Context: an optimization exercise on an open-source flow, tuned for small area, a short achievable clock period and few clock cycles. The choices shown serve that exercise and are no tape-out recipe.
Only simulation tests tie the RTL to the original design; equivalence was not proved.
Power figures rest on the tool's default switching activity, not on a simulated workload.

==> flow/design.v <==
module sbse (
    input  wire        clk,
    input  wire        rst,
    input  wire        go,
    input  wire [19:0] start,
    input  wire [19:0] stop,
    output wire        ready,
    output wire        done,
    output reg         err,
    output reg  [19:0] count,
    output reg  [39:0] sum
);
    localparam STOP_MAX = 20'hFFFF9;     
    localparam NPRIME   = 8'd170;        
    localparam ND       = 16;       
    localparam S_IDLE   = 0,
               S_CHECK  = 1,
               S_CHECK2 = 2,
               S_SETUP  = 3,
               S_RANGE  = 4,
               S_RANGE2 = 5,
               S_RANGE3 = 6,
               S_SEG    = 7,
               S_SIEVE  = 8,
               S_READ   = 9,
               S_FLUSH  = 10,
               S_FIN0   = 11,
               S_MUL    = 12,
               S_LAST   = 13,
               S_RANGE4 = 14,
               S_LAST2  = 15;
    reg [15:0] state;              
    reg        done_q, ready_q;
    reg        l2;
    assign done  = done_q;
    assign ready = ready_q;
    reg [19:0] r_start, r_stop;    
    reg [1:0]  rs, re;             
    reg [9:0]  root;               
    reg [12:0] srem;
    reg [4:0]  step;
    reg [1:0]  n23;                
    reg [2:0]  s23;                
    reg        bad;
    reg [18:0] j0;                 
    reg        rlb;
    reg [19:0] rlen;               
    reg [8:0]  seg_len;            
    reg        seg_last;
    reg [4:0]  nw;                 
    reg [3:0]  ridx;
    reg        rd_on;              
    reg [8:0]  rd_len;             
    reg [4:0]  rd_nw;
    reg [255:0] sb;                
    integer k, s;
    reg [7:0] rom_a;
    reg [9:0] rom_q;
    always @(*) begin
        case (rom_a)
            8'd0: rom_q = 10'd5;
            8'd1: rom_q = 10'd7;
            8'd2: rom_q = 10'd11;
            8'd3: rom_q = 10'd13;
            8'd4: rom_q = 10'd17;
            8'd5: rom_q = 10'd19;
            8'd6: rom_q = 10'd23;
            8'd7: rom_q = 10'd29;
            8'd8: rom_q = 10'd31;
            8'd9: rom_q = 10'd37;
            8'd10: rom_q = 10'd41;
            8'd11: rom_q = 10'd43;
            8'd12: rom_q = 10'd47;
            8'd13: rom_q = 10'd53;
            8'd14: rom_q = 10'd59;
            8'd15: rom_q = 10'd61;
            8'd16: rom_q = 10'd67;
            8'd17: rom_q = 10'd71;
            8'd18: rom_q = 10'd73;
            8'd19: rom_q = 10'd79;
            8'd20: rom_q = 10'd83;
            8'd21: rom_q = 10'd89;
            8'd22: rom_q = 10'd97;
            8'd23: rom_q = 10'd101;
            8'd24: rom_q = 10'd103;
            8'd25: rom_q = 10'd107;
            8'd26: rom_q = 10'd109;
            8'd27: rom_q = 10'd113;
            8'd28: rom_q = 10'd127;
            8'd29: rom_q = 10'd131;
            8'd30: rom_q = 10'd137;
            8'd31: rom_q = 10'd139;
            8'd32: rom_q = 10'd149;
            8'd33: rom_q = 10'd151;
            8'd34: rom_q = 10'd157;
            8'd35: rom_q = 10'd163;
            8'd36: rom_q = 10'd167;
            8'd37: rom_q = 10'd173;
            8'd38: rom_q = 10'd179;
            8'd39: rom_q = 10'd181;
            8'd40: rom_q = 10'd191;
            8'd41: rom_q = 10'd193;
            8'd42: rom_q = 10'd197;
            8'd43: rom_q = 10'd199;
            8'd44: rom_q = 10'd211;
            8'd45: rom_q = 10'd223;
            8'd46: rom_q = 10'd227;
            8'd47: rom_q = 10'd229;
            8'd48: rom_q = 10'd233;
            8'd49: rom_q = 10'd239;
            8'd50: rom_q = 10'd241;
            8'd51: rom_q = 10'd251;
            8'd52: rom_q = 10'd257;
            8'd53: rom_q = 10'd263;
            8'd54: rom_q = 10'd269;
            8'd55: rom_q = 10'd271;
            8'd56: rom_q = 10'd277;
            8'd57: rom_q = 10'd281;
            8'd58: rom_q = 10'd283;
            8'd59: rom_q = 10'd293;
            8'd60: rom_q = 10'd307;
            8'd61: rom_q = 10'd311;
            8'd62: rom_q = 10'd313;
            8'd63: rom_q = 10'd317;
            8'd64: rom_q = 10'd331;
            8'd65: rom_q = 10'd337;
            8'd66: rom_q = 10'd347;
            8'd67: rom_q = 10'd349;
            8'd68: rom_q = 10'd353;
            8'd69: rom_q = 10'd359;
            8'd70: rom_q = 10'd367;
            8'd71: rom_q = 10'd373;
            8'd72: rom_q = 10'd379;
            8'd73: rom_q = 10'd383;
            8'd74: rom_q = 10'd389;
            8'd75: rom_q = 10'd397;
            8'd76: rom_q = 10'd401;
            8'd77: rom_q = 10'd409;
            8'd78: rom_q = 10'd419;
            8'd79: rom_q = 10'd421;
            8'd80: rom_q = 10'd431;
            8'd81: rom_q = 10'd433;
            8'd82: rom_q = 10'd439;
            8'd83: rom_q = 10'd443;
            8'd84: rom_q = 10'd449;
            8'd85: rom_q = 10'd457;
            8'd86: rom_q = 10'd461;
            8'd87: rom_q = 10'd463;
            8'd88: rom_q = 10'd467;
            8'd89: rom_q = 10'd479;
            8'd90: rom_q = 10'd487;
            8'd91: rom_q = 10'd491;
            8'd92: rom_q = 10'd499;
            8'd93: rom_q = 10'd503;
            8'd94: rom_q = 10'd509;
            8'd95: rom_q = 10'd521;
            8'd96: rom_q = 10'd523;
            8'd97: rom_q = 10'd541;
            8'd98: rom_q = 10'd547;
            8'd99: rom_q = 10'd557;
            8'd100: rom_q = 10'd563;
            8'd101: rom_q = 10'd569;
            8'd102: rom_q = 10'd571;
            8'd103: rom_q = 10'd577;
            8'd104: rom_q = 10'd587;
            8'd105: rom_q = 10'd593;
            8'd106: rom_q = 10'd599;
            8'd107: rom_q = 10'd601;
            8'd108: rom_q = 10'd607;
            8'd109: rom_q = 10'd613;
            8'd110: rom_q = 10'd617;
            8'd111: rom_q = 10'd619;
            8'd112: rom_q = 10'd631;
            8'd113: rom_q = 10'd641;
            8'd114: rom_q = 10'd643;
            8'd115: rom_q = 10'd647;
            8'd116: rom_q = 10'd653;
            8'd117: rom_q = 10'd659;
            8'd118: rom_q = 10'd661;
            8'd119: rom_q = 10'd673;
            8'd120: rom_q = 10'd677;
            8'd121: rom_q = 10'd683;
            8'd122: rom_q = 10'd691;
            8'd123: rom_q = 10'd701;
            8'd124: rom_q = 10'd709;
            8'd125: rom_q = 10'd719;
            8'd126: rom_q = 10'd727;
            8'd127: rom_q = 10'd733;
            8'd128: rom_q = 10'd739;
            8'd129: rom_q = 10'd743;
            8'd130: rom_q = 10'd751;
            8'd131: rom_q = 10'd757;
            8'd132: rom_q = 10'd761;
            8'd133: rom_q = 10'd769;
            8'd134: rom_q = 10'd773;
            8'd135: rom_q = 10'd787;
            8'd136: rom_q = 10'd797;
            8'd137: rom_q = 10'd809;
            8'd138: rom_q = 10'd811;
            8'd139: rom_q = 10'd821;
            8'd140: rom_q = 10'd823;
            8'd141: rom_q = 10'd827;
            8'd142: rom_q = 10'd829;
            8'd143: rom_q = 10'd839;
            8'd144: rom_q = 10'd853;
            8'd145: rom_q = 10'd857;
            8'd146: rom_q = 10'd859;
            8'd147: rom_q = 10'd863;
            8'd148: rom_q = 10'd877;
            8'd149: rom_q = 10'd881;
            8'd150: rom_q = 10'd883;
            8'd151: rom_q = 10'd887;
            8'd152: rom_q = 10'd907;
            8'd153: rom_q = 10'd911;
            8'd154: rom_q = 10'd919;
            8'd155: rom_q = 10'd929;
            8'd156: rom_q = 10'd937;
            8'd157: rom_q = 10'd941;
            8'd158: rom_q = 10'd947;
            8'd159: rom_q = 10'd953;
            8'd160: rom_q = 10'd967;
            8'd161: rom_q = 10'd971;
            8'd162: rom_q = 10'd977;
            8'd163: rom_q = 10'd983;
            8'd164: rom_q = 10'd991;
            8'd165: rom_q = 10'd997;
            8'd166: rom_q = 10'd1009;
            8'd167: rom_q = 10'd1013;
            8'd168: rom_q = 10'd1019;
            8'd169: rom_q = 10'd1021;
        default: rom_q = 10'd1023;
        endcase
    end
    function [3:0] div3_step;      
        input [1:0] r;
        input [1:0] d;
        reg [3:0] v;
        begin
            v = {r, d};
            if (v >= 4'd9)      div3_step = {2'd3, v[1:0] - 2'd1};
            else if (v >= 4'd6) div3_step = {2'd2, v[1:0] - 2'd2};
            else if (v >= 4'd3) div3_step = {2'd1, v[1:0] - 2'd3};
            else                div3_step = {2'd0, v[1:0]};
        end
    endfunction
    function [8:0] div3_10;        
        input [9:0] p;
        reg [3:0] d;
        reg [1:0] r;
        reg [9:0] q;
        integer i;
        begin
            r = 2'd0;
            for (i = 4; i >= 0; i = i - 1) begin
                d = div3_step(r, p[2*i +: 2]);
                q[2*i +: 2] = d[3:2];
                r = d[1:0];
            end
            div3_10 = q[8:0];
        end
    endfunction
    wire [3:0]  ds_s  = div3_step(rs, r_start[19:18]);
    wire [3:0]  ds_e  = div3_step(re, r_stop[19:18]);
    wire [12:0] sq_r  = {srem[10:0], r_stop[19:18]};
    wire [12:0] sq_t  = {1'b0, root, 2'b01};
    wire [12:0] sq_d  = sq_r - sq_t;
    reg        issuing;
    reg [7:0]  pi, pi1;
    reg        pend;               
    reg        gapr;
    reg [13:0] bx;
    reg [11:0] bt;
    wire cut     = dp0 > root;
    wire dp0_big = (dp0[9:5] != 5'd0);
    wire gap_now = dv[0] ? (dp0_big && ({dp0, 2'b00} < {3'd0, seg_len})) : gapr;
    wire iss_ok  = issuing && !gap_now && !cut && !pend;
    always @(*) rom_a = pi;
    reg [ND:0] dv;
    reg [9:0]  dp0, dp1, dp2, dp3, dp4, dp5, dp6, dp7, dp8, dp9, dp10, dp11, dp12, dp13, dp14, dp15, dp16;
    wire [1:0] dr0 = j0[18:17];
    reg [2:0]  dr1;
    reg [3:0]  dr2;
    reg [4:0]  dr3;
    reg [5:0]  dr4;
    reg [6:0]  dr5;
    reg [7:0]  dr6;
    reg [8:0]  dr7;
    reg [9:0]  dr8;
    reg [9:0]  dr9;
    reg [9:0]  dr10;
    reg [9:0]  dr11;
    reg [9:0]  dr12;
    reg [9:0]  dr13;
    reg [9:0]  dr14;
    reg [9:0]  dr15;
    reg [9:0]  dr16;
    wire [9:0] dpA = dp14, dpL = dp16;
    wire [9:0] drL = dr16;
    reg [8:0]  da15, da16;         
    reg [10:0] db16;               
    wire [2:0] dv1 = {dr0, j0[16]};
    wire [3:0] dd1 = {1'b0, dv1} - {1'b0, dp0[2:0]};
    wire       ds1 = (dp0[9:3] == 7'd0) && !dd1[3];
    wire [3:0] dv2 = {dr1, j0[15]};
    wire [4:0] dd2 = {1'b0, dv2} - {1'b0, dp1[3:0]};
    wire       ds2 = (dp1[9:4] == 6'd0) && !dd2[4];
    wire [4:0] dv3 = {dr2, j0[14]};
    wire [5:0] dd3 = {1'b0, dv3} - {1'b0, dp2[4:0]};
    wire       ds3 = (dp2[9:5] == 5'd0) && !dd3[5];
    wire [5:0] dv4 = {dr3, j0[13]};
    wire [6:0] dd4 = {1'b0, dv4} - {1'b0, dp3[5:0]};
    wire       ds4 = (dp3[9:6] == 4'd0) && !dd4[6];
    wire [6:0] dv5 = {dr4, j0[12]};
    wire [7:0] dd5 = {1'b0, dv5} - {1'b0, dp4[6:0]};
    wire       ds5 = (dp4[9:7] == 3'd0) && !dd5[7];
    wire [7:0] dv6 = {dr5, j0[11]};
    wire [8:0] dd6 = {1'b0, dv6} - {1'b0, dp5[7:0]};
    wire       ds6 = (dp5[9:8] == 2'd0) && !dd6[8];
    wire [8:0] dv7 = {dr6, j0[10]};
    wire [9:0] dd7 = {1'b0, dv7} - {1'b0, dp6[8:0]};
    wire       ds7 = (dp6[9:9] == 1'd0) && !dd7[9];
    wire [9:0] dv8 = {dr7, j0[9]};
    wire [10:0] dd8 = {1'b0, dv8} - {1'b0, dp7[9:0]};
    wire       ds8 = !dd8[10];
    wire [10:0] dv9 = {dr8, j0[8]};
    wire [11:0] dd9 = {1'b0, dv9} - {2'b00, dp8};
    wire [10:0] dv10 = {dr9, j0[7]};
    wire [11:0] dd10 = {1'b0, dv10} - {2'b00, dp9};
    wire [10:0] dv11 = {dr10, j0[6]};
    wire [11:0] dd11 = {1'b0, dv11} - {2'b00, dp10};
    wire [10:0] dv12 = {dr11, j0[5]};
    wire [11:0] dd12 = {1'b0, dv12} - {2'b00, dp11};
    wire [10:0] dv13 = {dr12, j0[4]};
    wire [11:0] dd13 = {1'b0, dv13} - {2'b00, dp12};
    wire [10:0] dv14 = {dr13, j0[3]};
    wire [11:0] dd14 = {1'b0, dv14} - {2'b00, dp13};
    wire [10:0] dv15 = {dr14, j0[2]};
    wire [11:0] dd15 = {1'b0, dv15} - {2'b00, dp14};
    wire [10:0] dv16 = {dr15, j0[1]};
    wire [11:0] dd16 = {1'b0, dv16} - {2'b00, dp15};
    reg        f1v, f1skip;
    reg [11:0] f1A, f1B;
    reg [10:0] f1t;
    wire [10:0] fR    = {drL, j0[0]};                
    wire        skipA = (j0[18:9] == 10'd0) && (j0[8:0] <= da16);
    reg        f2v;
    reg [12:0] f2A, f2B, f2A2, f2B2;
    reg [11:0] f2t2;
    wire [12:0] f1At  = {f1A[11], f1A} + {2'b0, f1t};
    wire [12:0] f1Bt  = {f1B[11], f1B} + {2'b0, f1t};
    wire [12:0] f1At2 = {f1A[11], f1A} + {1'b0, f1t, 1'b0};
    wire [12:0] f1Bt2 = {f1B[11], f1B} + {1'b0, f1t, 1'b0};
    wire        f1cA  = f1A[11] || f1skip;
    reg [12:0] mA, mB, mA2, mB2;
    reg [11:0] mt2;
    reg [13:0] mlm;                
    reg [13:0] f2lm;
    reg         inA, inB, inA2, inB2;      
    wire [12:0] mA_x  = f2v ? f2A  : (mA  + {1'b0, mt2});
    wire [12:0] mB_x  = f2v ? f2B  : (mB  + {1'b0, mt2});
    wire [12:0] mA2_x = f2v ? f2A2 : (mA2 + {1'b0, mt2});
    wire [12:0] mB2_x = f2v ? f2B2 : (mB2 + {1'b0, mt2});
    wire        mlm_ok = !mlm[13];
    wire        inA_x  = (!state[S_SEG]) && (f2v ? (f2A  < {4'd0, seg_len}) : (inA && mlm_ok && (mA  < mlm[12:0])));
    wire        inB_x  = (!state[S_SEG]) && (f2v ? (f2B  < {4'd0, seg_len}) : (inB && mlm_ok && (mB  < mlm[12:0])));
    wire        inA2_x = (!state[S_SEG]) && (f2v ? (f2A2 < {4'd0, seg_len}) : (inA && mlm_ok && (mA2 < mlm[12:0])));
    wire        inB2_x = (!state[S_SEG]) && (f2v ? (f2B2 < {4'd0, seg_len}) : (inB && mlm_ok && (mB2 < mlm[12:0])));
    reg [15:0] rowA, colA, rowB, colB, rowA2, colA2, rowB2, colB2;
    always @(*) begin
        for (k = 0; k < 16; k = k + 1) begin
            rowA[k]  = inA  && (mA[7:4]  == k);
            colA[k]  = (mA[3:0]  == k);
            rowB[k]  = inB  && (mB[7:4]  == k);
            colB[k]  = (mB[3:0]  == k);
            rowA2[k] = inA2 && (mA2[7:4] == k);
            colA2[k] = (mA2[3:0] == k);
            rowB2[k] = inB2 && (mB2[7:4] == k);
            colB2[k] = (mB2[3:0] == k);
        end
    end
    wire pipe_empty = !issuing && (dv == {(ND+1){1'b0}}) && !f1v && !f2v && !inA && !inB && !rd_on;
    reg        rv1, rv2, rv3, rv4, rv5;
    reg [4:0]  r2c;
    reg [7:0]  r2ci;
    reg [3:0]  r2par;
    reg [6:0]  rc3;
    reg        mbit, in_mul;
    reg [15:0] rm;
    reg [3:0]  q_ev, q_od, q_b1, q_b2, q_b3;
    reg [4:0]  rc;
    reg [9:0]  re_w;
    reg [22:0] k48;                
    reg [39:0] rx;                 
    reg        sc1, sc2;           
    reg        ccy;                
    wire [15:0] rword = sb[{ridx, 4'd0} +: 16];
    reg  [15:0] rmask;
    always @(*) begin
        for (k = 0; k < 16; k = k + 1)
            rmask[k] = (rd_len[8:4] != 5'd0) || (k < rd_len[3:0]);
    end
    function [3:0] pc8;
        input [7:0] x;
        begin
            pc8 = {3'd0, x[0]} + {3'd0, x[1]} + {3'd0, x[2]} + {3'd0, x[3]}
                + {3'd0, x[4]} + {3'd0, x[5]} + {3'd0, x[6]} + {3'd0, x[7]};
        end
    endfunction
    wire [4:0] c_w   = {1'b0, q_ev} + {1'b0, q_od};
    wire [7:0] ci_w  = {4'd0, q_od} + {3'd0, q_b1, 1'b0} + {2'd0, q_b2, 2'b0} + {1'd0, q_b3, 3'b0};
    wire [9:0] e_w   = {1'b0, r2ci, 1'b0} + {2'b0, r2ci} + {5'd0, r2c} + {6'd0, r2par};
    wire [14:0] sum_p0  = {1'b0, sum[13:0]} + {1'b0, rx[13:0]};
    wire [14:0] sum_p1  = {1'b0, sum[26:14], 1'b1} + {1'b0, rx[26:14], sc1};
    wire [13:0] sum_p2  = {sum[39:27], 1'b1} + {rx[39:27], sc2};
    reg         lastf;
    reg [4:0]   mhi;                
    reg [4:0]   msb_c;
    always @(*) begin
        msb_c = 5'd0;
        for (k = 0; k < 17; k = k + 1)
            if (count[k]) msb_c = k;
    end
    wire        mul_end = (step == 5'd17) || (step > mhi);
    wire [4:0]  cnt_op  = lastf ? {3'd0, n23} : (rv4 ? rc : 5'd0);
    wire [6:0]  cnt_lo  = {1'b0, count[5:0]} + {2'b00, cnt_op[4:0]};
    wire [18:0] last_w = j0 + {10'd0, rd_nw - 5'd1, 4'd0};
    reg [15:0] pat;                
    reg        pat_en, first_seg;   
    reg [9:0]  exm;                
    reg [8:0]  cap;                
    reg [3:0]  ph5, ph5_x;
    wire [3:0] ph5_n = (ph5 >= 4'd4) ? ph5 - 4'd4 : ph5 + 4'd6;    
    reg [3:0]  ph7, ph7_x;
    wire [3:0] ph7_n = (ph7 >= 4'd12) ? ph7 - 4'd12 : ph7 + 4'd2;    
    reg [4:0]  ph11, ph11_x;
    wire [4:0] ph11_n = (ph11 >= 5'd6) ? ph11 - 5'd6 : ph11 + 5'd16;    
    reg [4:0]  ph13, ph13_x;
    wire [4:0] ph13_n = (ph13 >= 5'd10) ? ph13 - 5'd10 : ph13 + 5'd16;    
    reg [5:0]  ph17, ph17_x;
    wire [5:0] ph17_n = (ph17 >= 6'd18) ? ph17 - 6'd18 : ph17 + 6'd16;    
    reg [5:0]  ph19, ph19_x;
    wire [5:0] ph19_n = (ph19 >= 6'd22) ? ph19 - 6'd22 : ph19 + 6'd16;    
    reg [5:0]  ph23, ph23_x;
    wire [5:0] ph23_n = (ph23 >= 6'd30) ? ph23 - 6'd30 : ph23 + 6'd16;    
    reg [5:0]  ph29, ph29_x;
    wire [5:0] ph29_n = (ph29 >= 6'd42) ? ph29 - 6'd42 : ph29 + 6'd16;    
    reg [5:0]  ph31, ph31_x;
    wire [5:0] ph31_n = (ph31 >= 6'd46) ? ph31 - 6'd46 : ph31 + 6'd16;    
    always @(*) begin
        pat[0] = !(pat_en && ridx == 4'd0 && exm[0]) && ((cap[0] && (ph5 == 1 || ph5 == 8)) ||
                  (cap[1] && (ph7 == 2 || ph7 == 11)) ||
                  (cap[2] && (ph11 == 3 || ph11 == 18)) ||
                  (cap[3] && (ph13 == 4 || ph13 == 21)) ||
                  (cap[4] && (ph17 == 5 || ph17 == 28)) ||
                  (cap[5] && (ph19 == 6 || ph19 == 31)) ||
                  (cap[6] && (ph23 == 7 || ph23 == 38)) ||
                  (cap[7] && (ph29 == 9 || ph29 == 48)) ||
                  (cap[8] && (ph31 == 10 || ph31 == 51)));
        pat[1] = !(pat_en && ridx == 4'd0 && exm[1]) && ((cap[0] && (ph5 == 0 || ph5 == 7)) ||
                  (cap[1] && (ph7 == 1 || ph7 == 10)) ||
                  (cap[2] && (ph11 == 2 || ph11 == 17)) ||
                  (cap[3] && (ph13 == 3 || ph13 == 20)) ||
                  (cap[4] && (ph17 == 4 || ph17 == 27)) ||
                  (cap[5] && (ph19 == 5 || ph19 == 30)) ||
                  (cap[6] && (ph23 == 6 || ph23 == 37)) ||
                  (cap[7] && (ph29 == 8 || ph29 == 47)) ||
                  (cap[8] && (ph31 == 9 || ph31 == 50)));
        pat[2] = !(pat_en && ridx == 4'd0 && exm[2]) && ((cap[0] && (ph5 == 9 || ph5 == 6)) ||
                  (cap[1] && (ph7 == 0 || ph7 == 9)) ||
                  (cap[2] && (ph11 == 1 || ph11 == 16)) ||
                  (cap[3] && (ph13 == 2 || ph13 == 19)) ||
                  (cap[4] && (ph17 == 3 || ph17 == 26)) ||
                  (cap[5] && (ph19 == 4 || ph19 == 29)) ||
                  (cap[6] && (ph23 == 5 || ph23 == 36)) ||
                  (cap[7] && (ph29 == 7 || ph29 == 46)) ||
                  (cap[8] && (ph31 == 8 || ph31 == 49)));
        pat[3] = !(pat_en && ridx == 4'd0 && exm[3]) && ((cap[0] && (ph5 == 8 || ph5 == 5)) ||
                  (cap[1] && (ph7 == 13 || ph7 == 8)) ||
                  (cap[2] && (ph11 == 0 || ph11 == 15)) ||
                  (cap[3] && (ph13 == 1 || ph13 == 18)) ||
                  (cap[4] && (ph17 == 2 || ph17 == 25)) ||
                  (cap[5] && (ph19 == 3 || ph19 == 28)) ||
                  (cap[6] && (ph23 == 4 || ph23 == 35)) ||
                  (cap[7] && (ph29 == 6 || ph29 == 45)) ||
                  (cap[8] && (ph31 == 7 || ph31 == 48)));
        pat[4] = !(pat_en && ridx == 4'd0 && exm[4]) && ((cap[0] && (ph5 == 7 || ph5 == 4)) ||
                  (cap[1] && (ph7 == 12 || ph7 == 7)) ||
                  (cap[2] && (ph11 == 21 || ph11 == 14)) ||
                  (cap[3] && (ph13 == 0 || ph13 == 17)) ||
                  (cap[4] && (ph17 == 1 || ph17 == 24)) ||
                  (cap[5] && (ph19 == 2 || ph19 == 27)) ||
                  (cap[6] && (ph23 == 3 || ph23 == 34)) ||
                  (cap[7] && (ph29 == 5 || ph29 == 44)) ||
                  (cap[8] && (ph31 == 6 || ph31 == 47)));
        pat[5] = !(pat_en && ridx == 4'd0 && exm[5]) && ((cap[0] && (ph5 == 6 || ph5 == 3)) ||
                  (cap[1] && (ph7 == 11 || ph7 == 6)) ||
                  (cap[2] && (ph11 == 20 || ph11 == 13)) ||
                  (cap[3] && (ph13 == 25 || ph13 == 16)) ||
                  (cap[4] && (ph17 == 0 || ph17 == 23)) ||
                  (cap[5] && (ph19 == 1 || ph19 == 26)) ||
                  (cap[6] && (ph23 == 2 || ph23 == 33)) ||
                  (cap[7] && (ph29 == 4 || ph29 == 43)) ||
                  (cap[8] && (ph31 == 5 || ph31 == 46)));
        pat[6] = !(pat_en && ridx == 4'd0 && exm[6]) && ((cap[0] && (ph5 == 5 || ph5 == 2)) ||
                  (cap[1] && (ph7 == 10 || ph7 == 5)) ||
                  (cap[2] && (ph11 == 19 || ph11 == 12)) ||
                  (cap[3] && (ph13 == 24 || ph13 == 15)) ||
                  (cap[4] && (ph17 == 33 || ph17 == 22)) ||
                  (cap[5] && (ph19 == 0 || ph19 == 25)) ||
                  (cap[6] && (ph23 == 1 || ph23 == 32)) ||
                  (cap[7] && (ph29 == 3 || ph29 == 42)) ||
                  (cap[8] && (ph31 == 4 || ph31 == 45)));
        pat[7] = !(pat_en && ridx == 4'd0 && exm[7]) && ((cap[0] && (ph5 == 4 || ph5 == 1)) ||
                  (cap[1] && (ph7 == 9 || ph7 == 4)) ||
                  (cap[2] && (ph11 == 18 || ph11 == 11)) ||
                  (cap[3] && (ph13 == 23 || ph13 == 14)) ||
                  (cap[4] && (ph17 == 32 || ph17 == 21)) ||
                  (cap[5] && (ph19 == 37 || ph19 == 24)) ||
                  (cap[6] && (ph23 == 0 || ph23 == 31)) ||
                  (cap[7] && (ph29 == 2 || ph29 == 41)) ||
                  (cap[8] && (ph31 == 3 || ph31 == 44)));
        pat[8] = !(pat_en && ridx == 4'd0 && exm[8]) && ((cap[0] && (ph5 == 3 || ph5 == 0)) ||
                  (cap[1] && (ph7 == 8 || ph7 == 3)) ||
                  (cap[2] && (ph11 == 17 || ph11 == 10)) ||
                  (cap[3] && (ph13 == 22 || ph13 == 13)) ||
                  (cap[4] && (ph17 == 31 || ph17 == 20)) ||
                  (cap[5] && (ph19 == 36 || ph19 == 23)) ||
                  (cap[6] && (ph23 == 45 || ph23 == 30)) ||
                  (cap[7] && (ph29 == 1 || ph29 == 40)) ||
                  (cap[8] && (ph31 == 2 || ph31 == 43)));
        pat[9] = !(pat_en && ridx == 4'd0 && exm[9]) && ((cap[0] && (ph5 == 2 || ph5 == 9)) ||
                  (cap[1] && (ph7 == 7 || ph7 == 2)) ||
                  (cap[2] && (ph11 == 16 || ph11 == 9)) ||
                  (cap[3] && (ph13 == 21 || ph13 == 12)) ||
                  (cap[4] && (ph17 == 30 || ph17 == 19)) ||
                  (cap[5] && (ph19 == 35 || ph19 == 22)) ||
                  (cap[6] && (ph23 == 44 || ph23 == 29)) ||
                  (cap[7] && (ph29 == 0 || ph29 == 39)) ||
                  (cap[8] && (ph31 == 1 || ph31 == 42)));
        pat[10] = ((cap[0] && (ph5 == 1 || ph5 == 8)) ||
                  (cap[1] && (ph7 == 6 || ph7 == 1)) ||
                  (cap[2] && (ph11 == 15 || ph11 == 8)) ||
                  (cap[3] && (ph13 == 20 || ph13 == 11)) ||
                  (cap[4] && (ph17 == 29 || ph17 == 18)) ||
                  (cap[5] && (ph19 == 34 || ph19 == 21)) ||
                  (cap[6] && (ph23 == 43 || ph23 == 28)) ||
                  (cap[7] && (ph29 == 57 || ph29 == 38)) ||
                  (cap[8] && (ph31 == 0 || ph31 == 41)));
        pat[11] = ((cap[0] && (ph5 == 0 || ph5 == 7)) ||
                  (cap[1] && (ph7 == 5 || ph7 == 0)) ||
                  (cap[2] && (ph11 == 14 || ph11 == 7)) ||
                  (cap[3] && (ph13 == 19 || ph13 == 10)) ||
                  (cap[4] && (ph17 == 28 || ph17 == 17)) ||
                  (cap[5] && (ph19 == 33 || ph19 == 20)) ||
                  (cap[6] && (ph23 == 42 || ph23 == 27)) ||
                  (cap[7] && (ph29 == 56 || ph29 == 37)) ||
                  (cap[8] && (ph31 == 61 || ph31 == 40)));
        pat[12] = ((cap[0] && (ph5 == 9 || ph5 == 6)) ||
                  (cap[1] && (ph7 == 4 || ph7 == 13)) ||
                  (cap[2] && (ph11 == 13 || ph11 == 6)) ||
                  (cap[3] && (ph13 == 18 || ph13 == 9)) ||
                  (cap[4] && (ph17 == 27 || ph17 == 16)) ||
                  (cap[5] && (ph19 == 32 || ph19 == 19)) ||
                  (cap[6] && (ph23 == 41 || ph23 == 26)) ||
                  (cap[7] && (ph29 == 55 || ph29 == 36)) ||
                  (cap[8] && (ph31 == 60 || ph31 == 39)));
        pat[13] = ((cap[0] && (ph5 == 8 || ph5 == 5)) ||
                  (cap[1] && (ph7 == 3 || ph7 == 12)) ||
                  (cap[2] && (ph11 == 12 || ph11 == 5)) ||
                  (cap[3] && (ph13 == 17 || ph13 == 8)) ||
                  (cap[4] && (ph17 == 26 || ph17 == 15)) ||
                  (cap[5] && (ph19 == 31 || ph19 == 18)) ||
                  (cap[6] && (ph23 == 40 || ph23 == 25)) ||
                  (cap[7] && (ph29 == 54 || ph29 == 35)) ||
                  (cap[8] && (ph31 == 59 || ph31 == 38)));
        pat[14] = ((cap[0] && (ph5 == 7 || ph5 == 4)) ||
                  (cap[1] && (ph7 == 2 || ph7 == 11)) ||
                  (cap[2] && (ph11 == 11 || ph11 == 4)) ||
                  (cap[3] && (ph13 == 16 || ph13 == 7)) ||
                  (cap[4] && (ph17 == 25 || ph17 == 14)) ||
                  (cap[5] && (ph19 == 30 || ph19 == 17)) ||
                  (cap[6] && (ph23 == 39 || ph23 == 24)) ||
                  (cap[7] && (ph29 == 53 || ph29 == 34)) ||
                  (cap[8] && (ph31 == 58 || ph31 == 37)));
        pat[15] = ((cap[0] && (ph5 == 6 || ph5 == 3)) ||
                  (cap[1] && (ph7 == 1 || ph7 == 10)) ||
                  (cap[2] && (ph11 == 10 || ph11 == 3)) ||
                  (cap[3] && (ph13 == 15 || ph13 == 6)) ||
                  (cap[4] && (ph17 == 24 || ph17 == 13)) ||
                  (cap[5] && (ph19 == 29 || ph19 == 16)) ||
                  (cap[6] && (ph23 == 38 || ph23 == 23)) ||
                  (cap[7] && (ph29 == 52 || ph29 == 33)) ||
                  (cap[8] && (ph31 == 57 || ph31 == 36)));
        ph5_x = (dv[ND] && dpL == 10'd5) ? fR[3:0] : rd_on ? ph5_n : ph5;
        ph7_x = (dv[ND] && dpL == 10'd7) ? fR[3:0] : rd_on ? ph7_n : ph7;
        ph11_x = (dv[ND] && dpL == 10'd11) ? fR[4:0] : rd_on ? ph11_n : ph11;
        ph13_x = (dv[ND] && dpL == 10'd13) ? fR[4:0] : rd_on ? ph13_n : ph13;
        ph17_x = (dv[ND] && dpL == 10'd17) ? fR[5:0] : rd_on ? ph17_n : ph17;
        ph19_x = (dv[ND] && dpL == 10'd19) ? fR[5:0] : rd_on ? ph19_n : ph19;
        ph23_x = (dv[ND] && dpL == 10'd23) ? fR[5:0] : rd_on ? ph23_n : ph23;
        ph29_x = (dv[ND] && dpL == 10'd29) ? fR[5:0] : rd_on ? ph29_n : ph29;
        ph31_x = (dv[ND] && dpL == 10'd31) ? fR[5:0] : rd_on ? ph31_n : ph31;
    end
    wire set_all = (state[S_CHECK2]);
    reg [15:0] set_w;
    always @(*) begin
        for (k = 0; k < 16; k = k + 1)
            set_w[k] = set_all || (rd_on && ridx == k);
    end
    always @(posedge clk) begin
        for (s = 0; s < 256; s = s + 1)
            sb[s] <= (!set_w[s/16] & sb[s]) |
                     (rowA[s/16] & colA[s%16]) | (rowB[s/16] & colB[s%16]) |
                     (rowA2[s/16] & colA2[s%16]) | (rowB2[s/16] & colB2[s%16]);
        if (dv[0]) begin
            gapr <= dp0_big && ({dp0, 3'b000} < {4'd0, seg_len});
            bx   <= {1'b0, dp0, 3'b000} + {2'b00, dp0, 2'b00};
            bt   <= {dp0, 2'b00};
        end else begin
            gapr <= gapr && (bx < {5'd0, seg_len});
            bx   <= bx + {2'b00, bt};
        end
        if (state[S_SEG])
            gapr <= 1'b0;
        dp0 <= rom_q;
        dr1 <= ds1 ? dd1[2:0] : dv1;
        dp1 <= dp0;
        dr2 <= ds2 ? dd2[3:0] : dv2;
        dp2 <= dp1;
        dr3 <= ds3 ? dd3[4:0] : dv3;
        dp3 <= dp2;
        dr4 <= ds4 ? dd4[5:0] : dv4;
        dp4 <= dp3;
        dr5 <= ds5 ? dd5[6:0] : dv5;
        dp5 <= dp4;
        dr6 <= ds6 ? dd6[7:0] : dv6;
        dp6 <= dp5;
        dr7 <= ds7 ? dd7[8:0] : dv7;
        dp7 <= dp6;
        dr8 <= ds8 ? dd8[9:0] : dv8;
        dp8 <= dp7;
        dr9 <= dd9[11] ? dv9[9:0] : dd9[9:0];
        dp9 <= dp8;
        dr10 <= dd10[11] ? dv10[9:0] : dd10[9:0];
        dp10 <= dp9;
        dr11 <= dd11[11] ? dv11[9:0] : dd11[9:0];
        dp11 <= dp10;
        dr12 <= dd12[11] ? dv12[9:0] : dd12[9:0];
        dp12 <= dp11;
        dr13 <= dd13[11] ? dv13[9:0] : dd13[9:0];
        dp13 <= dp12;
        dr14 <= dd14[11] ? dv14[9:0] : dd14[9:0];
        dp14 <= dp13;
        dr15 <= dd15[11] ? dv15[9:0] : dd15[9:0];
        dp15 <= dp14;
        dr16 <= dd16[11] ? dv16[9:0] : dd16[9:0];
        dp16 <= dp15;
        da15 <= div3_10(dpA);
        da16 <= da15;
        db16 <= {da15, 2'b00} + {2'b00, da15} + 11'd1 + {9'd0, da15[0], 1'b0};
        if (state[S_RANGE3])
            cap <= 9'd0;
        else if (dv[ND])
            cap <= cap | {dpL == 10'd31, dpL == 10'd29, dpL == 10'd23, dpL == 10'd19, dpL == 10'd17, dpL == 10'd13, dpL == 10'd11, dpL == 10'd7, dpL == 10'd5};
        ph5 <= ph5_x;
        ph7 <= ph7_x;
        ph11 <= ph11_x;
        ph13 <= ph13_x;
        ph17 <= ph17_x;
        ph19 <= ph19_x;
        ph23 <= ph23_x;
        ph29 <= ph29_x;
        ph31 <= ph31_x;
        f1A    <= {3'd0, da16} - {1'b0, fR};
        f1B    <= {1'b0, db16} - {1'b0, fR};
        f1t    <= {dpL, 1'b0};
        f1skip <= skipA;
        f2A    <= f1cA    ? f1At  : {1'b0, f1A};
        f2A2   <= f1cA    ? f1At2 : f1At;
        f2B    <= f1B[11] ? f1Bt  : {1'b0, f1B};
        f2B2   <= f1B[11] ? f1Bt2 : f1Bt;
        f2t2   <= {f1t, 1'b0};
        f2lm   <= {5'd0, seg_len} - {2'b00, f1t, 1'b0};
        if (f2v) begin
            mt2 <= f2t2;
            mlm <= f2lm;
        end
        if (f2v || inA) begin
            mA  <= mA_x;
            mA2 <= mA2_x;
        end
        if (f2v || inB) begin
            mB  <= mB_x;
            mB2 <= mB2_x;
        end
        rm   <= ~(rword | pat) & rmask;
        q_ev <= pc8({rm[14], rm[12], rm[10], rm[8], rm[6], rm[4], rm[2], rm[0]});
        q_od <= pc8({rm[15], rm[13], rm[11], rm[9], rm[7], rm[5], rm[3], rm[1]});
        q_b1 <= pc8({rm[15:14], rm[11:10], rm[7:6], rm[3:2]});
        q_b2 <= pc8({rm[15:12], rm[7:4]});
        q_b3 <= pc8(rm[15:8]);
        r2c   <= c_w;
        r2ci  <= ci_w;
        r2par <= j0[0] ? q_ev : q_od;
        rc    <= r2c;
        rc3   <= {2'b00, r2c} + {1'b0, r2c, 1'b0};
        re_w  <= e_w;
    end
    always @(posedge clk) begin
        if (rst) begin
            state   <= 16'd1 << S_IDLE;
            done_q  <= 1'b0;
            ready_q <= 1'b1;
            issuing <= 1'b0;
            dv      <= {(ND+1){1'b0}};
            f1v     <= 1'b0;
            f2v     <= 1'b0;
            rd_on   <= 1'b0;
            in_mul  <= 1'b0;
            rv1     <= 1'b0;
            rv2     <= 1'b0;
            rv3     <= 1'b0;
            rv4     <= 1'b0;
            rv5     <= 1'b0;
            inA     <= 1'b0;
            inB     <= 1'b0;
            inA2    <= 1'b0;
            inB2    <= 1'b0;
        end else begin
            dv  <= {dv[ND-1:0], iss_ok};
            f1v <= dv[ND] && (dpL[9:5] != 5'd0);
            f2v <= f1v;
            inA  <= inA_x;
            inB  <= inB_x;
            inA2 <= inA2_x;
            inB2 <= inB2_x;
            if (issuing && !gap_now && (cut || pend))
                issuing <= 1'b0;
            if (rd_on && {1'b0, ridx} == rd_nw - 5'd1)
                rd_on <= 1'b0;
            rv1 <= rd_on;
            rv2 <= rv1;
            rv3 <= rv2;
            rv4 <= rv3;
            rv5 <= rv4;
            case (1'b1)
            state[S_IDLE]: begin
                if (go) begin
                    state   <= 16'd1 << S_CHECK;
                    done_q  <= 1'b0;
                    ready_q <= 1'b0;
                end
            end
            state[S_CHECK]:  state <= 16'd1 << S_CHECK2;
            state[S_CHECK2]: begin
                if (bad) begin
                    state   <= 16'd1 << S_IDLE;
                    done_q  <= 1'b1;
                    ready_q <= 1'b1;
                end else
                    state <= 16'd1 << S_SETUP;
            end
            state[S_SETUP]:  if (step == 5'd9) state <= 16'd1 << S_RANGE;
            state[S_RANGE]:  state <= 16'd1 << S_RANGE2;
            state[S_RANGE2]: state <= 16'd1 << S_RANGE4;
            state[S_RANGE4]: state <= 16'd1 << S_RANGE3;
            state[S_RANGE3]: begin
                if (rlen[19] || rlen == 20'd0) begin
                    state   <= 16'd1 << S_IDLE;
                    done_q  <= 1'b1;
                    ready_q <= 1'b1;
                end else
                    state <= 16'd1 << S_SEG;
            end
            state[S_SEG]: begin
                issuing <= 1'b1;
                state   <= 16'd1 << S_SIEVE;
            end
            state[S_SIEVE]: begin
                if (pipe_empty) begin
                    rd_on <= 1'b1;
                    state <= seg_last ? (16'd1 << S_READ) : (16'd1 << S_SEG);
                end
            end
            state[S_READ]:  if (!rd_on) state <= 16'd1 << S_FLUSH;
            state[S_FLUSH]: if (!rv1 && !rv2 && !rv3 && !rv4 && !rv5) state <= 16'd1 << S_FIN0;
            state[S_FIN0]: begin
                in_mul <= 1'b1;
                state  <= 16'd1 << S_MUL;
            end
            state[S_MUL]: begin
                if (mul_end) begin
                    in_mul <= 1'b0;
                    state  <= 16'd1 << S_LAST;
                end
            end
            state[S_LAST]: begin
                l2    <= 1'b0;
                state <= 16'd1 << S_LAST2;
            end
            state[S_LAST2]: begin               
                l2 <= 1'b1;
                if (l2) begin
                    state   <= 16'd1 << S_IDLE;
                    done_q  <= 1'b1;
                    ready_q <= 1'b1;
                end
            end
            default: state <= 16'd1 << S_IDLE;
            endcase
        end
    end
    always @(posedge clk) begin
        if (iss_ok) begin
            pi   <= pi1;
            pi1  <= pi1 + 8'd1;
            pend <= (pi1 == NPRIME);
        end
        if (rd_on) begin
            ridx   <= ridx + 4'd1;
            rd_len <= (rd_len[8:4] != 5'd0) ? rd_len - 9'd16 : 9'd0;
        end
        lastf <= (state[S_MUL]) && mul_end;
        if (!state[S_IDLE]) begin
            count[5:0]   <= cnt_lo[5:0];
            ccy          <= cnt_lo[6];
            count[16:6]  <= count[16:6] + {10'd0, ccy};
        end
        if (rv4)
            k48 <= k48 + {12'd0, rc3, 4'd0};
        if (in_mul)
            rx <= mbit ? {r_stop, r_start} : 40'd0;
        else if (rv4)
            rx <= {{16{1'b0}}, 14'd0, re_w} - {17'd0, k48};
        else
            rx <= 40'd0;
        if (!state[S_IDLE]) begin
            sum <= {sum_p2[13:1], sum_p1[13:1], sum_p0[13:0]};
            sc1 <= sum_p0[14];
            sc2 <= sum_p1[14];
        end
        case (1'b1)
        state[S_IDLE]: begin
            if (go) begin
                r_start <= start;
                r_stop  <= stop;
            end
        end
        state[S_CHECK]: begin
            rs   <= 2'd0;
            re   <= 2'd0;
            root <= 10'd0;
            srem <= 13'd0;
            step <= 5'd0;
            count <= 20'd0;
            ccy  <= 1'b0;
            k48  <= 23'd0;
            bad  <= (r_start == 20'd0) || (r_start > r_stop) || (r_stop > STOP_MAX);
            n23  <= ((r_start <= 20'd2 && r_stop >= 20'd2) ? 2'd1 : 2'd0)
                  + ((r_start <= 20'd3 && r_stop >= 20'd3) ? 2'd1 : 2'd0);
            s23  <= ((r_start <= 20'd2 && r_stop >= 20'd2) ? 3'd2 : 3'd0)
                  + ((r_start <= 20'd3 && r_stop >= 20'd3) ? 3'd3 : 3'd0);
        end
        state[S_CHECK2]: begin
            err <= bad;
            sum <= bad ? 40'd0 : {37'd0, s23};
            sc1 <= 1'b0;
            sc2 <= 1'b0;
            ccy <= 1'b0;
            count <= 20'd0;
        end
        state[S_SETUP]: begin
            rs <= ds_s[1:0];
            re <= ds_e[1:0];
            if (!sq_d[12]) begin
                srem <= sq_d;
                root <= {root[8:0], 1'b1};
            end else begin
                srem <= sq_r;
                root <= {root[8:0], 1'b0};
            end
            r_start <= {r_start[17:0], ds_s[3:2]};
            r_stop  <= {r_stop[17:0], ds_e[3:2]};
            step    <= step + 5'd1;
        end
        state[S_RANGE]: begin
            j0  <= (r_start[18:0] == 19'd0) ? 19'd1 :
                   (rs == 2'd2 && !r_start[0]) ? r_start[18:0] + 19'd1 : r_start[18:0];
            rlen <= {1'b0, ({1'b0, re} < 3'd1 + {2'b00, r_stop[0]}) ? r_stop[18:0] : r_stop[18:0] + 19'd1};
        end
        state[S_RANGE2]: {rlb, rlen[9:0]} <= {1'b0, rlen[9:0]} - {1'b0, j0[9:0]};
        state[S_RANGE4]: rlen[19:10] <= rlen[19:10] - {1'b0, j0[18:10]} - {9'd0, rlb};
        state[S_RANGE3]: begin
            if (rlen[19] || rlen == 20'd0)
                count <= {18'd0, n23};
            ccy <= 1'b0;
            pi   <= 8'd0;
            pi1  <= 8'd1;
            pend <= 1'b0;
            first_seg <= 1'b1;
            exm[0] <= (j0 == 19'd1) || (j0 == 19'd2) || (j0 == 19'd3) || (j0 == 19'd4) || (j0 == 19'd5) || (j0 == 19'd6) || (j0 == 19'd7) || (j0 == 19'd9) || (j0 == 19'd10);
            exm[1] <= (j0 == 19'd1) || (j0 == 19'd2) || (j0 == 19'd3) || (j0 == 19'd4) || (j0 == 19'd5) || (j0 == 19'd6) || (j0 == 19'd8) || (j0 == 19'd9);
            exm[2] <= (j0 == 19'd1) || (j0 == 19'd2) || (j0 == 19'd3) || (j0 == 19'd4) || (j0 == 19'd5) || (j0 == 19'd7) || (j0 == 19'd8);
            exm[3] <= (j0 == 19'd1) || (j0 == 19'd2) || (j0 == 19'd3) || (j0 == 19'd4) || (j0 == 19'd6) || (j0 == 19'd7);
            exm[4] <= (j0 == 19'd1) || (j0 == 19'd2) || (j0 == 19'd3) || (j0 == 19'd5) || (j0 == 19'd6);
            exm[5] <= (j0 == 19'd1) || (j0 == 19'd2) || (j0 == 19'd4) || (j0 == 19'd5);
            exm[6] <= (j0 == 19'd1) || (j0 == 19'd3) || (j0 == 19'd4);
            exm[7] <= (j0 == 19'd2) || (j0 == 19'd3);
            exm[8] <= (j0 == 19'd1) || (j0 == 19'd2);
            exm[9] <= (j0 == 19'd1);
        end
        state[S_SEG]: begin
            seg_len  <= (rlen[19:8] != 12'd0) ? 9'd256 : rlen[8:0];
            seg_last <= (rlen[19:8] == 12'd0) || (rlen == 20'd256);
            nw       <= (rlen[19:8] != 12'd0) ? 5'd16 : ({1'b0, rlen[7:4]} + {4'd0, |rlen[3:0]});
        end
        state[S_SIEVE]: begin
            if (pipe_empty) begin
                pat_en    <= first_seg;
                first_seg <= 1'b0;
                ridx   <= 4'd0;
                rd_len <= seg_len;
                rd_nw  <= nw;
                if (!seg_last) begin
                    j0    <= j0 + 19'd256;
                    rlen  <= rlen - 20'd256;
                    pi    <= 8'd9;       
                    pi1   <= 8'd10;
                    pend  <= 1'b0;
                end
            end
        end
        state[S_FLUSH]: {r_stop, r_start} <= {21'd0, last_w};
        state[S_FIN0]: begin
            {r_stop, r_start} <= {19'd0, {2'b00, r_start[18:0]} + {1'b0, r_start[18:0], 1'b0}};
            step <= 5'd1;
            mbit <= count[0];
            mhi  <= msb_c;
        end
        state[S_MUL]: begin
            {r_stop, r_start} <= {r_stop[18:0], r_start, 1'b0};
            step <= step + 5'd1;
            mbit <= count[step];
        end
        default: ;
        endcase
    end
endmodule
==> flow/flow/run.sh <==
#!/bin/bash
# The standard layout (standard.sh), with the input and output port
# buffers chosen as sky130_fd_sc_hd__buf_4 instead of the resizer's default.
# The full make output goes to standard.log; ORFS keeps its per-step logs
# under orfs/logs.
set -euo pipefail
export BUFFER_PORTS_ARGS="-buffer_cell sky130_fd_sc_hd__buf_4"
bash standard.sh > standard.log 2>&1
==> flow/standard.sh <==
#!/bin/bash
# synth_recipe.tcl (not shown) runs the flow's synth.tcl, then flattens the netlist and writes it again
# the make line also repeats each setting of config.mk as NAME=value (left out here)
make -C /OpenROAD-flow-scripts/flow DESIGN_CONFIG=/design/flow/config.mk WORK_HOME=/design/flow/orfs CLKGATE_MAP_FILE= SYNTH_SCRIPT=/design/flow/synth_recipe.tcl "${@:-finish}"
==> flow/config.mk <==
export PLATFORM = sky130hd
export DESIGN_NAME = sbse
export DESIGN_NICKNAME = sbse
export VERILOG_FILES = /design/flow/design.v
export SDC_FILE = /design/flow/constraint.sdc
export NUM_CORES = 4
export LEC_CHECK = 0
export CAP_MARGIN = 20
export CORE_MARGIN = 2
export CORE_UTILIZATION = 40
export CTS_BUF_LIST = sky130_fd_sc_hd__clkbuf_4 sky130_fd_sc_hd__clkbuf_8
export PLACE_DENSITY = 0.6
export SLEW_MARGIN = 20
==> flow/constraint.sdc <==
create_clock -name core_clock -period 12.0 [get_ports {clk}]
set_input_delay 2.4000 -clock core_clock [delete_from_list [all_inputs] [get_ports {clk}]]
set_output_delay 2.4000 -clock core_clock [all_outputs]
set_load 0.01 [all_outputs]
==> results of run 1 <==
[worst min path at each step]
stage	from	end	slack [ns]	depth (start not counted)
after floorplan	f1A[0]	f2A2[0]	0.31	0
after global placement	f1B[0]	f2B2[0]	0.31	0
after detailed placement	f1B[0]	f2B2[0]	0.31	0
after CTS	f1B[0]	f2B2[0]	0.33	0
after global routing	f1B[0]	f2B2[0]	0.33	0
final	f1B[0]	f2B2[0]	0.33	0
[cell type report]
class	count	area share (%)
Multi-Input combinational cell	6044	52.2
Inverter	597	2.68
Clock inverter	56	0.712
Tap cell	2480	3.72
Timing Repair Buffer	224	2.02
Sequential cell	1254	33.5
Clock buffer	343	5.19
Antenna cell	7	0.0210
[cell usage after synthesis, types with 64 or more instances]
cell type,instances,area share (%)
o21ai_0,408,2.7
mux4_2,86,2.6
xnor2_1,308,3.6
inv_1,593,3.0
nor2b_1,119,0.99
clkbuf_1,397,2.0
o22ai_1,160,1.3
a21o_1,162,1.6
nand3_1,335,2.2
nand2_1,760,3.8
edfxtp_1,283,11
dfxtp_1,971,26
o21bai_1,64,0.64
nor3_1,205,1.4
a22oi_1,368,3.7
fa_1,75,2.0
ha_1,664,11
xor2_1,114,1.3
nor2_1,585,2.9
nand2b_1,84,0.70
a21oi_1,467,3.1
mux2_2,106,1.6
a211o_1,72,0.84
[per-stage QoR]
step,std cells,worst slack [ns],hold WS [ns],util (%),instance area [um2]
after floorplan,8335,6.96,0.310,-,75100
after global placement,10600,8.12,0.313,42.2,78400
after detailed placement,10600,8.13,0.313,42.2,78500
after CTS,11000,7.72,0.328,44.9,83400
after global routing,11000,7.73,0.331,44.9,83500
final,11000,7.83,0.327,44.9,83500
[sequential cells by signal, indices dropped and copies added (netlist names), 16 cells and up]
| signal | count |
|---|---|
| dv | 17 |
| state | 16 |
| j0 | 19 |
| k48 | 19 |
| rx | 40 |
| sum | 40 |
| rm | 16 |
| count | 17 |
| rlen | 20 |
| sb | 256 |
| r_stop | 20 |
| r_start | 20 |
[where the power goes]
part           leakage, uW  internal, uW  total [uW]  switching [uW]
sequential          0.0105          5140        5810             670
clock              0.00261          2490        4400            1910
combinational       0.0217          2690        5620            2930
total               0.0348         10300       15800            5510
[logic make-up (layout without fill, tap and decap cells)]
logic type,after synthesis,count (layout),share of synthesized area [%]
DFF,1254,1254,37.2
AOI/OAI and AO/OA,2204,2204,19.5
muxes,245,245,4.88
adders and majority gates,739,739,13.1
other,2,12,0.0100
and+or+nand+nor,2429,2429,15.2
xor gates and xnor gates,422,422,4.93
buffers and inverters,1037,1220,5.22
[routing by layer]
| metal | GRT usage, % | up-vias |
|---|---|---|
| met4 | 11.8 | 2 |
| met2 | 40.3 | 2785 |
| met1 | 31.9 | 30800 |
| li1 | - | 30100 |
| met5 | 0 | - |
| met3 | 4.55 | 636 |
==> flow_summary_export.csv, run 1 <==
group,metric,value,unit
global_route,grtUsageTotal,24.8,%
critical_path,critPathArrivalTime,1.77,ns
die,dieArea,191000,um2
clock_tree,cts.sinks,1254,
critical_path,cp-start-kind,"register",
critical_path,required,9.60,ns
clock_tree,clk_pin_slew,0.06,ns
die,die_y,437,um
drt,first_pass_iters,6,
layout,nNetsFinal,9122,
die,start_util,40.4,%
global_route,antenna_found_initial,10,
clock_tree,postCtsHoldBufs,0,
drt,topRoutingLayerUsed,"met5",
timing,finClkSkew,0.0807,ns
critical_path,path_max_fanout,9,
power_and_ir_drop,ir_drop,0.000126,V
critical_path,rr_startpoint,"f2v",
timing,worst_pin_slew,1.20,ns
global_route,grt_max_degree,75,
drt,drt_iter0_drc,6463,
layout,layout.area.seq,28000,um2
synth,ys_async_sr_fraction,0,%
timing,fin_tns_setup,0,ns
critical_path,worst-path-buf-inv,1,
synth,yosysUniqueCellTypes,107,
global_route,grt_pass1_vias,62900,
clock_tree,clock_path_buffers,3,
synth,synth_edf_count,283,
synth,ys_warn_count,1,
layout,fillers,17800,
clock_tree,post_cts_buffers,0,
critical_path,worstSetupEndpoint,"count[16]",
timing,hold_violations,0,
placed_design,gp_congestion,1.02,
synth,postSynthCellCount,8332,
die,rows,158,
drt,finalWirelength,244,mm
timing,slew_viol_final,0,
drt,drc,0,
critical_path,slowest_stage,"dfxtp_1",
clock_tree,cts_made_buffers,219,
drt,routedWlPerCell,22.2,um
synth,netlist_area,75000,um2
die,die_w,437,um
layout,drive_gt1_share,11.3,%
run,maxCapViolCount,0,
placed_design,io_buffer_count,102,
timing,fin_crit_sh,34.7,%
global_route,grt_overflow,0,
synth,avgSynthCellArea,9.01,um2
worst_hold_path,hold_class,"register to register",
timing,rsz0062_at_grt,"false",
die,fp.coreArea,186000,um2
critical_path,r2r_end,"j0[13]",
layout,multi_input_area,43600,um2
critical_path,cpPeakStageDelay,0.55,ns
critical_path,crit_family,"flip-flops",
synth,ys_seq_elements,1254,
clock_tree,clk_latency,1.00,ns
synth,ys_seq_area_share,37.2,%
power_and_ir_drop,power_density,190,nW/um2
timing,fmax,240,MHz
synth,ys.flop_type,"dfxtp_1",
placed_design,post-dp-hpwl,182,mm
clock_tree,cts_resized,0,
critical_path,critPathCaptureType,"output port",
timing,slew_headroom,19.7,%
global_route,grt_pass1_wl,375,mm
drt,drtAntennaViolNets,0,
drt,dr_wl_met3,18.8,mm
drt,m1WireLength,101,mm
critical_path,path_class,"register to output port",
die,io_pins,106,
layout,layout_common_cells,"963 x dfxtp_1, 760 x nand2_1, 664 x ha_1",
critical_path,rr_worst_depth,8,
timing,setup_viol,0,
timing,period_minus_slack,4.17,ns
critical_path,path_depth,1,
power_and_ir_drop,p_leak,0.0348,uW
critical_path,cp_cell_sequence,"buf_4",
layout,final_common_cell,"dfxtp_1",
clock_tree,root_buffer,"clkbuf_8",
drt,dr_wl_met2,112,mm
outcome,status,"complete, no violations",
clock_tree,cts_tree,"yes",
critical_path,startpoint,"count[16]",
clock_tree,h-tree-depth,4,
critical_path,rrSetupSlack,8.27,ns
drt,via_count,64300,
drt,routed_via_density,5.84,
power_and_ir_drop,p_total,15800,uW
layout,synthToLayoutAreaGrowth,11.2,%
Testbench counts, summed over its fixed seeds: cycles 37,983.
==> run 2, diff against run 1 <==
--- a/flow/config.mk
+++ b/flow/config.mk
@@ -8,6 +8,5 @@
 export CAP_MARGIN = 20
 export CORE_MARGIN = 2
 export CORE_UTILIZATION = 40
-export CTS_BUF_LIST = sky130_fd_sc_hd__clkbuf_4 sky130_fd_sc_hd__clkbuf_8
 export PLACE_DENSITY = 0.6
 export SLEW_MARGIN = 20
==> flow_summary_export.csv, run 2 <==
group,metric,value,unit
outcome,status,"complete, no violations",
critical_path,path_max_fanout,9,
global_route,grt_max_degree,75,
drt,drc,0,
drt,routedWlPerCell,22.4,um
power_and_ir_drop,p_leak,0.0349,uW
critical_path,critPathCaptureType,"output port",
run,maxCapViolCount,0,
layout,layout.cells.non_filler,10900,
worst_hold_path,hold_class,"register to register",
synth,synthTopCellsByArea,"dfxtp_1 26%, edfxtp_1 11%, ha_1 11%",
power_and_ir_drop,power_density,195,nW/um2
die,rows,158,
timing,setup_viol,0,
global_route,grt_overflow,0,
clock_tree,post_cts_buffers,0,
critical_path,cp-start-kind,"register",
clock_tree,postCtsHoldBufs,0,
timing,hold_violations,0,
synth,ys_seq_area_share,37.2,%
layout,regMostFlops,"sb",
clock_tree,clock_path_buffers,3,
synth,yosys-top-cells-count,"971 x dfxtp_1, 760 x nand2_1, 664 x ha_1, 593 x inv_1, 585 x nor2_1",
timing,hold_ws,0.329,ns
timing,worst_pin_slew,1.19,ns
placed_design,post-dp-hpwl,182,mm
synth,yosysUniqueCellTypes,107,
critical_path,critPathArrivalTime,1.58,ns
drt,routed_via_density,5.87,
layout,largest_reg_flops,256,
critical_path,cpPeakStageDelay,0.54,ns
global_route,grt_pass1_wl,374,mm
clock_tree,clk_pin_slew,0.06,ns
timing,finalWorstSetupSlack,8.02,ns
synth,ys.flop_type,"dfxtp_1",
synth,synth_top_area_share,25.9,%
synth,yosysMostFrequentCell,"dfxtp_1",
drt,via_count,63800,
die,start_util,40.4,%
synth,netlist_area,75000,um2
layout,final_common_cell,"dfxtp_1",
clock_tree,cts.sinks,1254,
timing,fmax,251,MHz
placed_design,gp_congestion,1.02,
critical_path,crit_family,"flip-flops",
critical_path,cp_cell_sequence,"buf_4",
layout,synthToLayoutAreaGrowth,11.8,%
layout,layout_common_cells,"963 x dfxtp_1, 760 x nand2_1, 664 x ha_1",
critical_path,path_class,"register to output port",
clock_tree,cts_tree,"yes",
drt,first_pass_iters,8,
timing,slew_headroom,20.5,%
die,die_y,437,um
clock_tree,cts_made_buffers,149,
timing,fin_crit_sh,33.1,%
clock_tree,clk_latency,0.82,ns
synth,avgSynthCellArea,9.01,um2
die,die_w,437,um
die,fp.coreArea,186000,um2
drt,drtAntennaViolNets,0,
clock_tree,h-tree-depth,4,
global_route,antenna_found_initial,8,
synth,ys_seq_elements,1254,
layout,reg.largest.list,"sb x256, rx x40, sum x40",
timing,finClkSkew,0.0465,ns
critical_path,slowest_stage,"dfxtp_1",
synth,synth_edf_count,283,
power_and_ir_drop,ir_drop,0.000156,V
placed_design,placed_cell_area,78500,um2
placed_design,placed_cells,10600,
timing,rsz0062_at_grt,"false",
global_route,grtUsageTotal,24.8,%
synth,ys_warn_count,1,
clock_tree,root_buffer,"clkbuf_16",
timing,fin_tns_setup,0,ns
timing,slew_viol_final,0,
drt,drt_iter0_drc,6570,
die,dieArea,191000,um2
layout,finalInstanceArea,83900,um2
synth,postSynthCellCount,8332,
layout,nNetsFinal,9053,
die,io_pins,106,
clock_tree,cts_resized,0,
layout,drive_gt1_share,9.72,%
placed_design,dp_slack,8.13,ns
critical_path,rrSetupSlack,8.26,ns
timing,period_minus_slack,3.98,ns
critical_path,required,9.60,ns
synth,synth_top_area_cell,"dfxtp_1",
global_route,grt_pass1_vias,62300,
drt,finalWirelength,244,mm
placed_design,io_buffer_count,102,
synth,ys_async_sr_fraction,0,%
critical_path,worst-path-buf-inv,1,
run 2: area by class of cell:
type / instances / area [um2]
flip-flops and latches: 1254 / 28000
clock inverters: 66 / 906
well taps: 2480 / 3100
repair buffers: 225 / 1690
clock buffers: 211 / 4410
multi-input cells: 6044 / 43600
diodes: 2 / 5.00
inverters: 597 / 2240
fillers: 17700 / 102000
run 2: kinds of logic (layout without fill, tap and decap cells):
kind of cell    Yosys count  after routing  share of synthesized area [%]
flops                  1254           1254                           37.2
simple gates           2429           2429                           15.2
buf+inv                1037           1099                           5.22
mux                     245            245                           4.88
other cells               2              7                         0.0100
xor+xnor                422            422                           4.93
compound gates         2204           2204                           19.5
fa+ha+maj               739            739                           13.1
run 2: per-layer routing:
| layer | up-vias | share of wire, % | GRT usage, % |
|---|---|---|---|
| met3 | 621 | 6.7 | 4.20 |
| met5 | - | 0.0082 | 0 |
| met1 | 30700 | 42 | 32.0 |
| met2 | 2625 | 46 | 40.5 |
| met4 | 2 | 4.7 | 11.6 |
| li1 | 29900 | - | - |
run 2: metrics by stage:
stage | util [%] | total power [uW]
final | 45.1 | 16300
after global routing | 45.1 | 17400
after CTS | 45.1 | 16400
after detailed placement | 42.2 | 11500
after global placement | 42.2 | 11300
after floorplan | - | 10000
run 2: where the power goes:
group	leakage, uW	internal, uW	switching [uW]
registers	0.0105	5140	669
clock network	0.00261	2930	1960
logic	0.0217	2690	2940
total	0.0349	10800	5560
run 2: path summary, 6_finish.rpt:
kind,start,end,depth (start not counted)
worst max-delay path,count[16],count[16],1
worst min-delay path,dp9[1],dp10[1],0
worst max register to register,f2v,j0[14],8
worst min register to register,dp9[1],dp10[1],0
==> run 3, diff against run 2 <==
--- a/flow/design.v
+++ b/flow/design.v
@@ -32,6 +32,7 @@
     reg [15:0] state;              
     reg        done_q, ready_q;
     reg        l2;
+    reg        acc;                
     assign done  = done_q;
     assign ready = ready_q;
     reg [19:0] r_start, r_stop;    
@@ -709,6 +710,7 @@
     always @(posedge clk) begin
         if (rst) begin
             state   <= 16'd1 << S_IDLE;
+            acc     <= 1'b0;
             done_q  <= 1'b0;
             ready_q <= 1'b1;
             issuing <= 1'b0;
@@ -745,8 +747,11 @@
             rv5 <= rv4;
             case (1'b1)
             state[S_IDLE]: begin
-                if (go) begin
-                    state   <= 16'd1 << S_CHECK;
+                if (acc) begin
+                    acc   <= 1'b0;
+                    state <= 16'd1 << S_CHECK;
+                end else if (go) begin
+                    acc     <= 1'b1;
                     done_q  <= 1'b0;
                     ready_q <= 1'b0;
                 end
@@ -841,7 +846,7 @@
         end
         case (1'b1)
         state[S_IDLE]: begin
-            if (go) begin
+            if (go && ready_q) begin
                 r_start <= start;
                 r_stop  <= stop;
             end
==> flow_summary_export.csv, run 3 <==
group,metric,value,unit
layout,fillers,17700,
global_route,grt_pass1_wl,377,mm
synth,avgSynthCellArea,9.03,um2
die,start_util,40.3,%
placed_design,post-dp-hpwl,181,mm
layout,nNetsFinal,9024,
timing,fin_tns_setup,0,ns
global_route,grt_max_degree,74,
layout,regMostFlops,"sb",
critical_path,rrSetupSlack,8.13,ns
timing,fin_crit_sh,32.9,%
synth,ys_seq_elements,1255,
synth,yosysMostFrequentCell,"dfxtp_1",
placed_design,io_buffer_count,102,
clock_tree,postCtsHoldBufs,0,
timing,fmax,253,MHz
drt,first_pass_iters,14,
power_and_ir_drop,p_leak,0.0348,uW
timing,worst_pin_slew,1.21,ns
layout,final_common_cell,"dfxtp_1",
global_route,busiest_layer,"met2",
power_and_ir_drop,power_density,196,nW/um2
drt,routedWlPerCell,22.7,um
global_route,grtUsageMet3,4.79,%
global_route,grt_overflow,0,
layout,layout.cells.non_filler,10800,
timing,slew_headroom,19.6,%
die,rows,158,
drt,drc,0,
placed_design,dp_slack,8.22,ns
synth,yosys-top-cells-count,"972 x dfxtp_1, 740 x nand2_1, 664 x ha_1, 640 x nor2_1, 596 x inv_1",
synth,synth_edf_count,283,
synth,synth_top_area_share,26.0,%
critical_path,critPathArrivalTime,1.55,ns
outcome,status,"complete, no violations",
timing,finalWorstSetupSlack,8.05,ns
synth,ys_warn_count,1,
run,maxCapViolCount,0,
critical_path,cpPeakStageDelay,0.57,ns
synth,postSynthCellCount,8291,
critical_path,cp-start-kind,"register",
die,die_w,437,um
critical_path,path_class,"register to output port",
timing,setup_viol,0,
critical_path,required,9.60,ns
drt,finalWirelength,246,mm
placed_design,placed_cells,10600,
synth,synth_top_area_cell,"dfxtp_1",
die,die_y,437,um
clock_tree,clk_pin_slew,0.06,ns
layout,largest_reg_flops,256,
synth,ys_seq_area_share,37.3,%
critical_path,worst-path-buf-inv,1,
timing,rsz0062_at_grt,"false",
synth,netlist_area,74900,um2
clock_tree,h-tree-depth,4,
layout,drive_gt1_share,9.25,%
power_and_ir_drop,ir_drop,0.000136,V
clock_tree,cts.sinks,1255,
die,fp.coreArea,186000,um2
clock_tree,cts_tree,"yes",
worst_hold_path,hold_class,"register to register",
synth,yosysUniqueCellTypes,103,
synth,synthTopCellsByArea,"dfxtp_1 26%, edfxtp_1 11%, ha_1 11%",
drt,drtAntennaViolNets,0,
timing,hold_violations,0,
critical_path,path_max_fanout,8,
critical_path,slowest_stage,"dfxtp_1",
timing,period_minus_slack,3.95,ns
drt,drt_iter0_drc,6612,
clock_tree,clock_path_buffers,3,
die,io_pins,106,
critical_path,crit_family,"flip-flops",
layout,reg.largest.list,"sb x256, rx x40, sum x40",
global_route,antenna_found_initial,4,
critical_path,critPathCaptureType,"output port",
clock_tree,cts_resized,0,
die,dieArea,191000,um2
clock_tree,root_buffer,"clkbuf_16",
global_route,grt_use_met1,31.9,%
layout,synthToLayoutAreaGrowth,11.4,%
timing,finClkSkew,0.0563,ns
global_route,grt_pass1_vias,63200,
global_route,grt.met2_usage,41.0,%
layout,antenna_cells,0,
global_route,grtUsageTotal,25.1,%
layout,layout_common_cells,"965 x dfxtp_1, 740 x nand2_1, 664 x ha_1",
layout,final_core_util,44.9,%
clock_tree,clk_latency,0.80,ns
synth,ys.flop_type,"dfxtp_1",
power_and_ir_drop,p_total,16300,uW
synth,ys_async_sr_fraction,0,%
placed_design,gp_congestion,0.996,
drt,routed_via_density,5.93,
clock_tree,cts_made_buffers,147,
clock_tree,post_cts_buffers,0,
timing,slew_viol_final,0,
drt,via_count,64200,
critical_path,cp_cell_sequence,"buf_4",
-- run 3: cell count changes in the layout (fill, tap and decap cells not counted), moves of 10 or more --
cell and delta:
o2111ai_1 +10, a22o_1 +17, nor2_1 +46, nor3_1 -29, nor2b_1 +18, a21oi_1 +19
nand2_1 -20, o21ai_0 -17, a221o_1 +15, nand3_1 -39, nor4_1 +22, a22oi_1 -41
buf_4 -22
-- run 3: routing by layer --
layer	vias to the layer above	share of wire, %
met5	-	0.011
li1	29800	-
met3	744	8.3
met1	30700	41
met2	2945	46
met4	4	4.8
-- run 3: kinds of logic (layout without fill, tap and decap cells) --
| kind of cell | after synthesis | after routing | share of synthesized area, % |
|---|---|---|---|
| mux | 237 | 237 | 4.81 |
| buf+inv | 1013 | 1078 | 5.11 |
| simple gates | 2412 | 2412 | 15.0 |
| fa+ha+maj | 739 | 739 | 13.1 |
| flops | 1255 | 1255 | 37.3 |
| other cells | 2 | 5 | 0.0100 |
| xor+xnor | 425 | 425 | 4.97 |
| compound gates | 2208 | 2208 | 19.7 |
-- run 3: power breakdown --
part	leakage (uW)	switching, uW	total, uW	internal (uW)
clock	0.00243	1910	4600	2690
sequential	0.0106	690	5860	5170
combinational	0.0218	3090	5850	2760
-- run 3: final cells by class --
| class | instances | area, um2 | share of cell area, % |
|---|---|---|---|
| clock inverters | 61 | 732 | 0.877 |
| multi-input cells | 6026 | 43500 | 52.2 |
| flip-flops and latches | 1255 | 28000 | 33.5 |
| well taps | 2480 | 3100 | 3.72 |
| clock buffers | 205 | 4220 | 5.05 |
| repair buffers | 210 | 1610 | 1.93 |
| inverters | 602 | 2260 | 2.71 |
-- run 3: final timing paths --
check | from | to | cells past startpoint
worst min register to register | f1B[0] | f2B2[0] | 0
worst max-delay path | count[16] | count[16] | 1
worst max register to register | state[0] | l2 | 7
worst min-delay path | f1B[0] | f2B2[0] | 0
-- run 3: through the flow --
step                instance area [um2]  hold WS (ns)
finish                            83400         0.329
global route                      83400         0.335
floorplan                         74900         0.310
CTS                               83300         0.327
global placement                  78200         0.314
detailed placement                78400         0.313
Testbench counts of run 3, summed over its fixed seeds: cycles 38,047.

## re-timing with driven ports
Ports are ideal in the flow. The routed layouts listed here were re-timed in OpenROAD. Step 1, drivers: a clkbuf_16 drives clk and a buf_2 each remaining input, both assumed. Step 2, shift: input delay + t, output delay - t, t = (earliest + latest rising clock arrival at the registers) / 2. This alone moves slack from input paths to output paths. a / b / c = ideal ports / drivers / drivers and shift; a / b = the first two.
run	t (ns)	setup WS [ns]	pins driven straight from the clock port
run 1	1.050	7.830 / 7.745 / 8.014	1
run 2	0.882	8.023 / 7.933 / 7.989	1
run 3	0.867	8.048 / 7.953 / 8.131	1
After both steps every run listed still meets setup and hold. For run 2, which loses most, drivers alone change the setup slack by -0.090 ns; drivers and shift together by -0.034 ns.
